From an optimization exercise on the open Yosys and OpenROAD flow, aimed at small area, a short achievable clock period and few clock cycles; shortcuts taken in it are not production practice.
RTL that was checked went through simulation tests only; none was proved equivalent to the original.

==> run a <==
## p1load_sync
module p1load_sync (
    input  wire        clk,
    input  wire        rst,
    input  wire        cmd_valid,
    output wire        cmd_ready,
    input  wire [71:0] cmd_data,
    output reg         rsp_valid,
    output wire [2:0]  rsp_status,
    output wire [31:0] rsp_data,
    output wire        trst_req,
    input  wire        trst_ack,
    output wire        tx_valid,
    input  wire        tx_ready,
    output wire [7:0]  tx_data,
    output wire        tx_last,
    output wire        rx_req,
    output wire [3:0]  rx_max,
    output wire [31:0] rx_timeout,
    input  wire        rx_valid,
    input  wire [7:0]  rx_data,
    input  wire        rx_last,
    input  wire        rx_empty,
    output reg         prog_valid,
    output reg  [2:0]  prog_phase,
    output wire [31:0] prog_offset,
    output wire [31:0] prog_total,
    output wire [12:0] img_addr,
    input  wire [31:0] img_data,
    input  wire [31:0] img_len
);
clock: 8.0 ns
lec_check: 0
cap_margin: 20
core_margin: 2
core_utilization: 45
setup_slack_margin: 5.0
slew_margin: 20
run.sh (not shown) runs the stock make flow with config.mk's settings and CLKGATE_MAP_FILE= SYNTH_SCRIPT=/design/flow/synth_recipe.tcl, a recipe that flattens the netlist after the stock synthesis.
==> inputs of run b, as changes to run a <==
--- a/flow/design.v
+++ b/flow/design.v
@@ -46,56 +46,57 @@
                      ST_STORE = 4'd5,    
                      ST_TXW   = 4'd6,    
                      ST_RX    = 4'd7,    
                      ST_WARX  = 4'd8;    
     localparam [1:0] GM_HS = 2'd0, GM_WORD = 2'd1, GM_F9 = 2'd2, GM_AB = 2'd3;
     localparam [1:0] WP_ONE = 2'd0, WP_KIND = 2'd1, WP_CNT = 2'd2, WP_IMG = 2'd3;
     reg [7:0]  lfsr;
     reg [7:0]  version;
-    reg [127:0] txbuf;          
+    reg [7:0]  txbuf [0:15];
     reg [4:0]  txcur;
     reg [7:0]  rxbit;           
     reg [7:0]  rxval;           
     reg [3:0]  rxcur;
     reg [3:0]  rxlen;
     reg [1:0]  hs;              
     reg [1:0]  sess;
     reg [2:0]  last_status;
     reg [3:0]  state;
     reg [3:0]  cm;              
-    reg        illegal;         
-    reg        ld_bad;
-    reg        a0z;
+    reg        opbad;
     reg        k1;              
+    reg        a1hz;            
     reg [31:0] a;               
     reg [13:0] szw;             
     reg [13:0] cnt;             
     reg [1:0]  gm;
     reg [1:0]  wp;
     reg [3:0]  wi;
     reg [1:0]  b10;
     reg [3:0]  ix;              
     reg [1:0]  ackn;
     reg        cact;            
     reg        rq;
+    reg        tsel;
     reg [2:0]  rst_s;
     reg [15:0] rdat;
     reg        tv;
     reg [7:0]  tdat;
     reg        tl;
     wire [7:0] lfsr_next = {lfsr[6:0], lfsr[7] ^ lfsr[5] ^ lfsr[4] ^ lfsr[1]};
     assign cmd_ready   = (state == ST_IDLE);
     assign trst_req    = (state == ST_TRST);
     assign tx_valid    = tv;
     assign tx_data     = tdat;
     assign tx_last     = tl;
     assign rx_req      = rq || (state == ST_WARX);
     assign rx_max      = (state == ST_WARX) ? 4'd1 : 4'd8;
-    assign rx_timeout  = (state == ST_WARX) ? 32'd25 : a;
+    assign rx_timeout  = (state == ST_WARX) ? 32'd25 :
+                         (cm == OP_HANDSHAKE) ? (tsel ? 32'd50 : 32'd100) : a;
     assign img_addr    = cnt[12:0];
     assign rsp_status  = rst_s;
     assign rsp_data    = {16'd0, rdat};
     assign prog_offset = (prog_phase == 3'd4) ? {17'd0, cnt[12:0], 2'b00} : 32'd0;
     assign prog_total  = {16'd0, szw, 2'b00};
     wire ofree = !tv || tx_ready;
     wire [31:0] src = (wp == WP_IMG) ? img_data :
                       (wp == WP_CNT) ? {18'd0, szw} : a;
@@ -136,49 +137,42 @@
                 gfinal = 1'b1;
             end
             default: begin
                 gbyte  = a[7:0];
                 gfinal = 1'b1;
             end
         endcase
     end
-    wire [7:0]  c_op  = cmd_data[7:0];
-    wire [31:0] c_a0  = cmd_data[39:8];
-    wire [31:0] c_a1  = cmd_data[71:40];
-    wire c_a0z  = (c_a0 == 32'd0);
-    wire c_a0hz = (c_a0[31:8] == 24'd0);
-    wire c_a1z  = (c_a1 == 32'd0);
-    reg  c_mbz_bad;
+    wire a0z   = (a == 32'd0);
+    wire a0hz  = (a[31:8] == 24'd0);
+    wire a1z   = a1hz && (szw == 14'd0);
+    reg  mbz_bad;
+    reg  allowed;
     always @(*) begin
-        case (c_op[3:0])
+        case (cm)
             OP_INIT, OP_LFSR_STEP, OP_FLUSH, OP_HANDSHAKE, OP_SHUTDOWN:
-                c_mbz_bad = !c_a0z || !c_a1z;
+                mbz_bad = !a0z || !a1z;
             OP_READ_REG, OP_LFSR_SEED, OP_APPEND_BYTE:
-                c_mbz_bad = !c_a0hz || !c_a1z;
+                mbz_bad = !a0hz || !a1z;
             OP_APPEND_WORD, OP_RECEIVE_BIT, OP_WAIT_FOR_ACK:
-                c_mbz_bad = !c_a1z;
+                mbz_bad = !a1z;
             default:  
-                c_mbz_bad = (c_a0[31:2] != 30'd0);
+                mbz_bad = (a[31:2] != 30'd0);
         endcase
-    end
-    wire c_illegal = (c_op == 8'd0) || (c_op > 8'd12) || c_mbz_bad ||
-                     (c_op[3:0] == OP_READ_REG && c_a0[7:0] > 8'd8);
-    wire c_ld_bad  = (c_a1[1:0] != 2'd0) || (c_a1[31:16] != 16'd0) ||
-                     (c_a1[15] && c_a1[14:0] != 15'd0) ||
-                     (img_len[31:16] == 16'd0 && c_a1[15:2] > img_len[15:2]);
-    reg  allowed;
-    always @(*) begin
         case (cm)
             OP_INIT, OP_READ_REG: allowed = 1'b1;
             OP_HANDSHAKE:         allowed = (sess == SESS_READY);
             OP_LOAD_IMAGE, OP_SHUTDOWN: allowed = (sess == SESS_LINKED);
             default:              allowed = (sess != SESS_FAILED);
         endcase
     end
+    wire illegal = opbad || mbz_bad || (cm == OP_READ_REG && a[7:0] > 8'd8);
+    wire ld_bad  = !a1hz || (szw[13] && szw[12:0] != 13'd0) ||
+                   (img_len[31:16] == 16'd0 && szw > img_len[15:2]);
     wire [3:0] hs_val = {hs[1], hs == 2'd1, hs == 2'd1, hs[0] | (hs == 2'd1)};
     reg [15:0] reg_value;
     always @(*) begin
         case (a[3:0])
             4'd0: reg_value = {7'd0, hs_val, last_status, sess};
             4'd1: reg_value = {8'd0, lfsr};
             4'd2: reg_value = {8'd0, version};
             4'd3: reg_value = {11'd0, txcur};
@@ -188,28 +182,17 @@
             4'd7: reg_value = 16'd8;
             default: reg_value = 16'h8000;
         endcase
     end
     wire rx_isb = (rx_data[7:1] == 7'h7F);
     wire [7:0] wsel = 8'd1 << rxcur[2:0];
     wire win_isb = |(rxbit & wsel);
     wire win_val = |(rxval & wsel);
-    wire dv = cact && (rq ? (rx_valid && !rx_empty && rx_isb)
-                          : (rxcur != rxlen && win_isb));
-    wire db = rq ? rx_data[0] : win_val;
     wire nxt_free = (txcur == 5'd0);
-    wire [4:0] txp_sum = {1'b0, ix} + txcur;
-    wire txp_pend = txp_sum[4] || txcur[4];
-    wire ring_app = (state == ST_STORE) && !txcur[4];
-    wire ring_rot = (state == ST_TXP) && (!txp_pend || ofree);
-    always @(posedge clk) begin
-        if (ring_app || ring_rot)
-            txbuf <= {ring_app ? gbyte : txbuf[7:0], txbuf[127:8]};
-    end
     always @(posedge clk) begin
         if (rst) begin
             state       <= ST_IDLE;
             lfsr        <= 8'h00;
             version     <= 8'h00;
             txcur       <= 5'd0;
             rxcur       <= 4'd0;
             rxlen       <= 4'd0;
@@ -227,22 +210,21 @@
             if (rsp_valid) begin
                 last_status <= rst_s;
                 if (rst_s == S_TIMEOUT || rst_s == S_ERROR)
                     sess <= SESS_FAILED;
             end
             case (state)
                 ST_IDLE: begin
                     if (cmd_valid) begin
-                        cm      <= cmd_data[3:0];
-                        illegal <= c_illegal;
-                        ld_bad  <= c_ld_bad;
-                        a0z     <= c_a0z;
-                        a       <= c_a0;
-                        szw     <= cmd_data[55:42];
+                        cm    <= cmd_data[3:0];
+                        opbad <= (cmd_data[7:0] == 8'd0) || (cmd_data[7:0] > 8'd12);
+                        a     <= cmd_data[39:8];
+                        szw   <= cmd_data[55:42];
+                        a1hz  <= (cmd_data[71:56] == 16'd0) && (cmd_data[41:40] == 2'd0);
                         state <= ST_DEC;
                     end
                 end
                 ST_DEC: begin
                     rst_s <= S_OK;
                     rdat  <= 16'd0;
                     wi    <= 4'd0;
                     ix    <= 4'd0;
@@ -340,39 +322,40 @@
                     if (trst_ack) begin
                         lfsr  <= 8'h50;
                         cnt   <= 14'd0;
                         gm    <= GM_HS;
                         state <= nxt_free ? ST_TXS : ST_TXP;
                     end
                 end
                 ST_TXP: begin
-                    if (!txp_pend || ofree) begin
-                        if (txp_pend) begin
-                            tv   <= 1'b1;
-                            tdat <= txbuf[7:0];
-                            tl   <= (ix == 4'd15) && (txcur[4] || cm == OP_FLUSH);
-                        end
-                        ix <= ix + 4'd1;
-                        if (ix == 4'd15) begin
+                    if (ofree) begin
+                        tv   <= 1'b1;
+                        tdat <= txbuf[ix];
+                        tl   <= (ix == 4'd15) ||
+                                ({1'b0, ix} == txcur - 5'd1 && cm == OP_FLUSH);
+                        ix   <= ix + 4'd1;
+                        if ({1'b0, ix} == txcur - 5'd1) begin
+                            ix <= 4'd0;
                             if (cm == OP_FLUSH || txcur[4])
                                 txcur <= 5'd0;
                             if (cm == OP_FLUSH)
                                 state <= ST_TXW;
                             else if (cm == OP_APPEND_BYTE || cm == OP_APPEND_WORD)
                                 state <= ST_STORE;
                             else
                                 state <= ST_TXS;
                         end
                     end
                 end
                 ST_STORE: begin
                     if (txcur[4]) begin
                         state <= ST_TXP;
                     end else begin
+                        txbuf[txcur[3:0]] <= gbyte;
                         txcur <= txcur + 5'd1;
                         if (gfinal) state <= ST_TXW;
                     end
                 end
                 ST_TXS: begin
                     if (ofree) begin
                         tv    <= 1'b1;
                         tdat  <= gbyte;
@@ -446,47 +429,48 @@
                 end
                 ST_RX: begin
                     if (!rq) begin
                         if (!cact) begin
                             rsp_valid <= 1'b1;
                             state     <= ST_IDLE;
                         end else if (rxcur != rxlen) begin
                             rxcur <= rxcur + 4'd1;
+                            if (win_isb) deliver(win_val);
                         end else begin
                             rq    <= 1'b1;
                             ix    <= 4'd0;
                             rxcur <= 4'd0;
-                            if (cm == OP_HANDSHAKE)
-                                a <= (cnt[8:0] >= 9'd250) ? 32'd50 : 32'd100;
+                            tsel  <= cnt[8:0] >= 9'd250;
                         end
                     end else if (rx_valid) begin
                         if (rx_empty) begin
                             rq    <= 1'b0;
                             rxcur <= 4'd0;
                             rxlen <= 4'd0;
                             cact  <= 1'b0;
                             rst_s <= S_TIMEOUT;
                             if (cm == OP_HANDSHAKE) begin
                                 hs      <= 2'd3;
                                 version <= 8'h00;
                             end
                         end else begin
                             rxbit[ix[2:0]] <= rx_isb;
                             rxval[ix[2:0]] <= rx_data[0];
                             ix <= ix + 4'd1;
-                            if (cact)
+                            if (cact) begin
                                 rxcur <= ix + 4'd1;
+                                if (rx_isb) deliver(rx_data[0]);
+                            end
                             if (rx_last) begin
                                 rq    <= 1'b0;
                                 rxlen <= ix + 4'd1;
                             end
                         end
                     end
-                    if (dv) deliver(db);
                 end
                 default: state <= ST_IDLE;
             endcase
             if ((state == ST_TXS && ofree) || (state == ST_STORE && !txcur[4])) begin
                 case (gm)
                     GM_HS: begin
                         cnt <= cnt + 14'd1;
                         if (hs_pat) lfsr <= lfsr_next;
CORE_UTILIZATION = 40   (was 45)
SETUP_SLACK_MARGIN = 4.0   (was 5.0)
==> impl_metrics.ini <==
[floorplanning]
die_w_um = 201
design.core.area_mm2 = 0.0385
core.rowCount = 72

[place]
gp_congestion = 0.917

[pwr]
p_clk_share_pct = 41.3

[worst_setup_path]
startpoint = state[2]

[synth]
avgSynthCellArea_um2 = 10.2
synth_top_cell_area_share_pct = 43.6
netlist_top_cells_area = edfxtp_1 (44%), dfxtp_1 (5.0%), nand2_1 (3.4%)

[finish]
seqAreaFraction_pct = 35.7
nClkBuffers = 40
num-multi-input-gates = 1254

[clock_tree]
path_clk_slew_ns = 0.06

[run_status]
status = finished clean

[route]
num_vias = 15800
# the run above: run a

==> impl_metrics.ini <==
[place]
gp_congestion = 0.943
dpl.hpwl_um = 47100

[clock_tree]
path_clk_slew_ns = 0.05

[run_status]
status = finished clean

[synth]
synth_top_cell_area_share_pct = 40.1
netlist_top_cells_area = edfxtp_1 (40%), mux4_2 (5.3%), dfxtp_1 (5.0%)
avgSynthCellArea_um2 = 10.2

[worst_setup_path]
cp_data_required_time_ns = 6.40
rr_endpoint = gm[0]
startpoint = cm[1]

[pwr]
p_clk_share_pct = 28.3

[floorplanning]
die_w_um = 222
core.rowCount = 79
design.core.area_mm2 = 0.0468

[sta]
finalWorstSetupSlack_ns = 4.06
max_freq_ghz = 0.254

[route]
num_vias = 16500
drc = 0

[finish]
nClkBuffers = 43
drive_gt1_share_pct = 13.5
seqAreaFraction_pct = 36.3

[global_route]
grt_start_max_net_pins = 45
# the run above: run b

Testbench counts of run b, summed over its fixed seeds: cycles 50,294.
Only the layout flow was run in run a; the RTL was not checked for function there.

## re-timing with driven ports
No port has a modelled driver above. Below, the same layouts with a new extraction and two added sets of constraints.
Step 1 sets driving cells, clkbuf_16 on the clock port and buf_2 on the other inputs (assumed; they add their load-dependent delay and slew).
Step 2 also shifts input and output timing later by t, the mid clock arrival at the registers, as if the neighbouring blocks saw the same clock.
a / b / c = ideal / step 1 / step 2; a / b = the first two.
run	t, ns	slack for setup (ns)	latest minus earliest clock arrival (ns)
run a	0.607	4.448 / 4.393 / 4.191	0.024 / 0.023
run b	0.613	4.060 / 4.006 / 3.499	0.034 / 0.034
After both steps every run listed still meets setup and hold. The setup slack of run b, which loses most, moves by -0.054 ns with the drivers and by -0.561 ns with both steps.
